This design comes from an exercise in tuning for small area, a short achievable clock period and few clock cycles per item on the open sky130 flow, not from production work. In this exercise RTL edits were held to simulation tests only and were not proved equivalent to the original. Power is estimated from default activity; no workload was simulated.

Setup of rev 12:
==> flow/design.v <==
module emrka_top (
    input  wire        clk,
    input  wire        rst_n,
    input  wire        sel,
    input  wire        wr,
    input  wire [4:0]  addr,
    input  wire [1:0]  size,
    input  wire [31:0] wdata,
    output reg  [31:0] rdata,
    output reg         err
);
    localparam [2:0] R_KEY_LO  = 3'd0,
                     R_KEY_HI  = 3'd1,
                     R_DIN_LO  = 3'd2,
                     R_DIN_HI  = 3'd3,
                     R_DOUT_LO = 3'd4,
                     R_DOUT_HI = 3'd5,
                     R_CTRL    = 3'd6,
                     R_STATUS  = 3'd7;
    reg [63:0] key_q;
    reg [63:0] din_q;
    reg [63:0] dout_q;    
    reg        dv_q;      
    reg        busy_q;
    reg        done_q;
    reg        err_cmd_q;
    reg        err_busy_q;
    reg [31:0] h_q;
    reg [31:0] l_q;       
    reg [4:0]  p_q;       
    reg        f_q;       
    reg        mode_q;    
    wire       admit  = (size == 2'b10) && (addr[1:0] == 2'b00);
    wire [2:0] reg_ix = addr[4:2];
    wire       do_wr  = sel && admit &&  wr;
    wire wr_droppable = (reg_ix != R_DOUT_LO) && (reg_ix != R_DOUT_HI) &&
                        (reg_ix != R_STATUS);
    wire busy_drop = do_wr && busy_q && wr_droppable;
    wire wr_ok     = do_wr && !busy_q;
    wire cmd_hi0   = (wdata[31:2] == 30'd0);
    wire cmd_write = wr_ok && (reg_ix == R_CTRL);
    wire start     = cmd_write && cmd_hi0 && (wdata[1] ^ wdata[0]);
    wire cmd_bad   = cmd_write && !(cmd_hi0 && !(wdata[1] && wdata[0]));
    wire st_write  = do_wr && (reg_ix == R_STATUS);
    wire       rd_ok  = sel && !wr && admit;
    wire       s_dl   = (reg_ix == R_DIN_LO);
    wire       s_dh   = (reg_ix == R_DIN_HI);
    wire       s_ol   = (reg_ix == R_DOUT_LO) && dv_q;
    wire       s_oh   = (reg_ix == R_DOUT_HI) && dv_q;
    wire       s_st   = (reg_ix == R_STATUS);
    wire [31:0] rsel  = ({32{s_dl}} & din_q[31:0])
                      | ({32{s_dh}} & din_q[63:32])
                      | ({32{s_ol}} & dout_q[31:0])
                      | ({32{s_oh}} & dout_q[63:32])
                      | ({32{s_st}} & {28'd0, err_busy_q, err_cmd_q, done_q, busy_q});
    always @(*) begin
        rdata = {32{rd_ok}} & rsel;
        err   = sel && !admit;
    end
    wire [4:0]  p   = p_q;
    wire [2:0]  ri  = f_q ? 3'd0 : p_q[2:0] + 3'd1;   
    wire [31:0] la  = l_q + {27'd0, p};           
    wire [31:0] pz  = {27'd0, p};
    wire [31:0] cs  = h_q ^ l_q ^ pz;
    wire [31:0] cc  = (h_q & l_q) | (h_q & pz) | (l_q & pz);
    wire [31:0] hn;
    add2_sk u_add (.a(cs), .b({cc[30:0], 1'b0}), .s(hn));
    wire [7:0] oh = 8'd1 << ri;
    wire [31:0] lr  = ({32{oh[0]}} & {la[30:0], la[31]})
                    | ({32{oh[1]}} & {la[2:0],  la[31:3]})
                    | ({32{oh[2]}} & {la[27:0], la[31:28]})
                    | ({32{oh[3]}} & {la[23:0], la[31:24]})
                    | ({32{oh[4]}} & {la[14:0], la[31:15]})
                    | ({32{oh[5]}} & {la[19:0], la[31:20]})
                    | ({32{oh[6]}} & {la[28:0], la[31:29]})
                    | ({32{oh[7]}} & {la[17:0], la[31:18]});
    wire [31:0] xn  = lr ^ hn;                    
    wire        k_use   = busy_q ? mode_q : wdata[1];
    wire [63:0] k_eff   = k_use ? key_q : 64'd0;
    wire [63:0] t_start = din_q ^ k_eff;
    wire        fin     = !f_q && (p_q == 5'd31);
    wire [31:0] wd_r  = wdata & {32{rst_n}};
    wire        we_kl = !rst_n || (wr_ok && reg_ix == R_KEY_LO);
    wire        we_kh = !rst_n || (wr_ok && reg_ix == R_KEY_HI);
    wire        we_dl = !rst_n || (wr_ok && reg_ix == R_DIN_LO);
    wire        we_dh = !rst_n || (wr_ok && reg_ix == R_DIN_HI);
    wire [63:0] res   = {h_q, la} ^ k_eff;
    always @(posedge clk) begin
        if (we_kl) key_q[31:0]  <= wd_r;
        if (we_kh) key_q[63:32] <= wd_r;
        if (we_dl) din_q[31:0]  <= wd_r;
        if (we_dh) din_q[63:32] <= wd_r;
        if (busy_q && fin) dout_q <= res;
    end
    always @(posedge clk) begin
        if (!rst_n) begin
            busy_q     <= 1'b0;
            done_q     <= 1'b0;
            dv_q       <= 1'b0;
            err_cmd_q  <= 1'b0;
            err_busy_q <= 1'b0;
        end else begin
            if (busy_drop)
                err_busy_q <= 1'b1;
            if (cmd_bad)
                err_cmd_q <= 1'b1;
            if (st_write) begin
                if (wdata[1]) done_q     <= 1'b0;
                if (wdata[2]) err_cmd_q  <= 1'b0;
                if (wdata[3]) err_busy_q <= 1'b0;
            end
            if (start) begin
                busy_q <= 1'b1;
                done_q <= 1'b0;
            end
            if (busy_q && fin) begin
                dv_q   <= 1'b1;
                busy_q <= 1'b0;
                done_q <= 1'b1;
            end
        end
    end
    always @(posedge clk) begin
        if (!busy_q) begin
            h_q     <= t_start[63:32];
            l_q     <= t_start[31:0];
            f_q     <= 1'b1;
            p_q     <= 5'd0;
            mode_q  <= wdata[1];
        end else begin
            h_q     <= hn;
            l_q     <= xn;
            f_q     <= 1'b0;
            p_q     <= f_q ? 5'd0 : p_q + 5'd1;
        end
    end
endmodule
module add2_sk (input wire [31:0] a, input wire [31:0] b, output wire [31:0] s);
    reg  [31:0] g [0:5];
    reg  [31:0] t [0:5];
    integer k, i;
    always @(*) begin
        g[0] = a & b;
        t[0] = a ^ b;
        for (k = 0; k < 5; k = k + 1)
            for (i = 0; i < 32; i = i + 1)
                if (((i >> k) & 1) == 1) begin
                    g[k+1][i] = g[k][i] | (t[k][i] & g[k][((i >> k) << k) - 1]);
                    t[k+1][i] = t[k][i] & t[k][((i >> k) << k) - 1];
                end else begin
                    g[k+1][i] = g[k][i];
                    t[k+1][i] = t[k][i];
                end
    end
    assign s = a ^ b ^ {g[5][30:0], 1'b0};
endmodule
clock: 5.5 ns
lec_check: 0
abc_clock_period_in_ps: 3000
cap_margin: 20
core_margin: 2
core_utilization: 60
place_density: 0.7
setup_slack_margin: 2.0
slew_margin: 20
tns_end_percent: 2
run.sh (not shown) runs the stock make flow with config.mk's settings and CLKGATE_MAP_FILE= SYNTH_SCRIPT=/design/flow/synth_recipe.tcl, a recipe that flattens the netlist after the stock synthesis.
The flow did not stop early for rev 12: all stages ran, and the layout cleared the timing, DRC and antenna checks.
Testbench counts of rev 12, summed over its fixed seeds: cycles 15,218, items 384.
> inputs changed (rev 12 -> rev 13)
diff --git a/flow/design.v b/flow/design.v
--- a/flow/design.v
+++ b/flow/design.v
@@ -63,19 +63,23 @@
     wire [31:0] pz  = {27'd0, p};
     wire [31:0] cs  = h_q ^ l_q ^ pz;
     wire [31:0] cc  = (h_q & l_q) | (h_q & pz) | (l_q & pz);
     wire [31:0] hn;
     add2_sk u_add (.a(cs), .b({cc[30:0], 1'b0}), .s(hn));
-    wire [7:0] oh = 8'd1 << ri;
-    wire [31:0] lr  = ({32{oh[0]}} & {la[30:0], la[31]})
-                    | ({32{oh[1]}} & {la[2:0],  la[31:3]})
-                    | ({32{oh[2]}} & {la[27:0], la[31:28]})
-                    | ({32{oh[3]}} & {la[23:0], la[31:24]})
-                    | ({32{oh[4]}} & {la[14:0], la[31:15]})
-                    | ({32{oh[5]}} & {la[19:0], la[31:20]})
-                    | ({32{oh[6]}} & {la[28:0], la[31:29]})
-                    | ({32{oh[7]}} & {la[17:0], la[31:18]});
+    reg  [31:0] lr;                               
+    always @(*) begin
+        case (ri)
+            3'd0: lr = {la[30:0], la[31]};        
+            3'd1: lr = {la[2:0],  la[31:3]};      
+            3'd2: lr = {la[27:0], la[31:28]};     
+            3'd3: lr = {la[23:0], la[31:24]};     
+            3'd4: lr = {la[14:0], la[31:15]};     
+            3'd5: lr = {la[19:0], la[31:20]};     
+            3'd6: lr = {la[28:0], la[31:29]};     
+            default: lr = {la[17:0], la[31:18]};  
+        endcase
+    end
     wire [31:0] xn  = lr ^ hn;                    
     wire        k_use   = busy_q ? mode_q : wdata[1];
     wire [63:0] k_eff   = k_use ? key_q : 64'd0;
     wire [63:0] t_start = din_q ^ k_eff;
     wire        fin     = !f_q && (p_q == 5'd31);
## What came out
Wire length after detailed routing for rev 13: about 2% down relative to rev 12. Overall power of the completed layout: rev 13 < rev 12. Path length in cells of the critical path ended up 1 higher on rev 13 than on rev 12. In terms of required time of the critical path, rev 13 and rev 12 differ only marginally. As far as total I/O pin count goes, rev 12 and rev 13 are indistinguishable; the numbers are identical. Share of synthesized area spent on multiplexers | rev 13 below rev 12. Measured against each other, rev 12 and rev 13 differ in clock tree buffer count of the final layout, the lower figure coming from rev 13. Comparing rev 12 and rev 13, the lower switching fraction of total power was measured on rev 13. Delta(proportion of power drawn by the clock network, rev 13 - rev 12) > 0.
Testbench counts of rev 13, summed over its fixed seeds: cycles 15,218, items 384.

oak:
RTL: the design.v shown in full above, as it stands there.
make LEC_CHECK=0 ABC_CLOCK_PERIOD_IN_PS=3000 CAP_MARGIN=20 CORE_MARGIN=2 CORE_UTILIZATION=40 PLACE_DENSITY=0.6 SETUP_SLACK_MARGIN=2.0 SLEW_MARGIN=20 TNS_END_PERCENT=10 finish   # period 5.5 ns
oak completed; timing, DRC and antenna clean
Testbench counts of oak, summed over its fixed seeds: cycles 15,218, items 384.
Edits applied to the flow inputs when going from oak to pine:
diff --git a/flow/design.v b/flow/design.v
--- a/flow/design.v
+++ b/flow/design.v
@@ -63,19 +63,23 @@
     wire [31:0] pz  = {27'd0, p};
     wire [31:0] cs  = h_q ^ l_q ^ pz;
     wire [31:0] cc  = (h_q & l_q) | (h_q & pz) | (l_q & pz);
     wire [31:0] hn;
     add2_sk u_add (.a(cs), .b({cc[30:0], 1'b0}), .s(hn));
-    wire [7:0] oh = 8'd1 << ri;
-    wire [31:0] lr  = ({32{oh[0]}} & {la[30:0], la[31]})
-                    | ({32{oh[1]}} & {la[2:0],  la[31:3]})
-                    | ({32{oh[2]}} & {la[27:0], la[31:28]})
-                    | ({32{oh[3]}} & {la[23:0], la[31:24]})
-                    | ({32{oh[4]}} & {la[14:0], la[31:15]})
-                    | ({32{oh[5]}} & {la[19:0], la[31:20]})
-                    | ({32{oh[6]}} & {la[28:0], la[31:29]})
-                    | ({32{oh[7]}} & {la[17:0], la[31:18]});
+    reg  [31:0] lr;                               
+    always @(*) begin
+        case (ri)
+            3'd0: lr = {la[30:0], la[31]};        
+            3'd1: lr = {la[2:0],  la[31:3]};      
+            3'd2: lr = {la[27:0], la[31:28]};     
+            3'd3: lr = {la[23:0], la[31:24]};     
+            3'd4: lr = {la[14:0], la[31:15]};     
+            3'd5: lr = {la[19:0], la[31:20]};     
+            3'd6: lr = {la[28:0], la[31:29]};     
+            default: lr = {la[17:0], la[31:18]};  
+        endcase
+    end
     wire [31:0] xn  = lr ^ hn;                    
     wire        k_use   = busy_q ? mode_q : wdata[1];
     wire [63:0] k_eff   = k_use ? key_q : 64'd0;
     wire [63:0] t_start = din_q ^ k_eff;
     wire        fin     = !f_q && (p_q == 5'd31);
==> comparison <==
pine and oak all finish clean. Power share of the combinational group, pine and oak: higher on oak. Post-synthesis sequential area ratio (higher): pine. pine ends up with higher average wire length per cell after detail routing than oak does. Synthesis-to-layout area growth: pine and oak compared, lower one is oak. | delay of the slowest critical-path stage | pine vs oak | ≈ equal |.
Testbench counts of pine, summed over its fixed seeds: cycles 15,218, items 384.

==> afterwards: timing with drivers on the ports <==
How much do the figures lean on ideal ports? The routed layouts below were timed once more, with nothing changed but the port constraints. Step 1: set_driving_cell puts a clkbuf_16 on clk and a buf_2 on each other input, an assumption about the parent block. Step 2, shift: input delay + t, output delay - t, t = (earliest + latest rising clock arrival at the registers) / 2. This alone moves slack from input paths to output paths. Three values: ideal ports, drivers, drivers and shift; two values: the first two.
run	t (ns)	slack for setup (ns)	worst register clock-pin slew, ns
rev 12	0.607	1.935 / 1.908 / 1.744	0.08 / 0.08
rev 13	0.597	1.915 / 1.897 / 1.775	0.07 / 0.07
oak	0.604	1.936 / 1.909 / 1.611	0.07 / 0.07
pine	0.616	1.931 / 1.897 / 1.870	0.07 / 0.07
After both steps every run listed still meets setup and hold. The setup slack of oak, which loses most, moves by -0.027 ns with the drivers and by -0.325 ns with both steps.
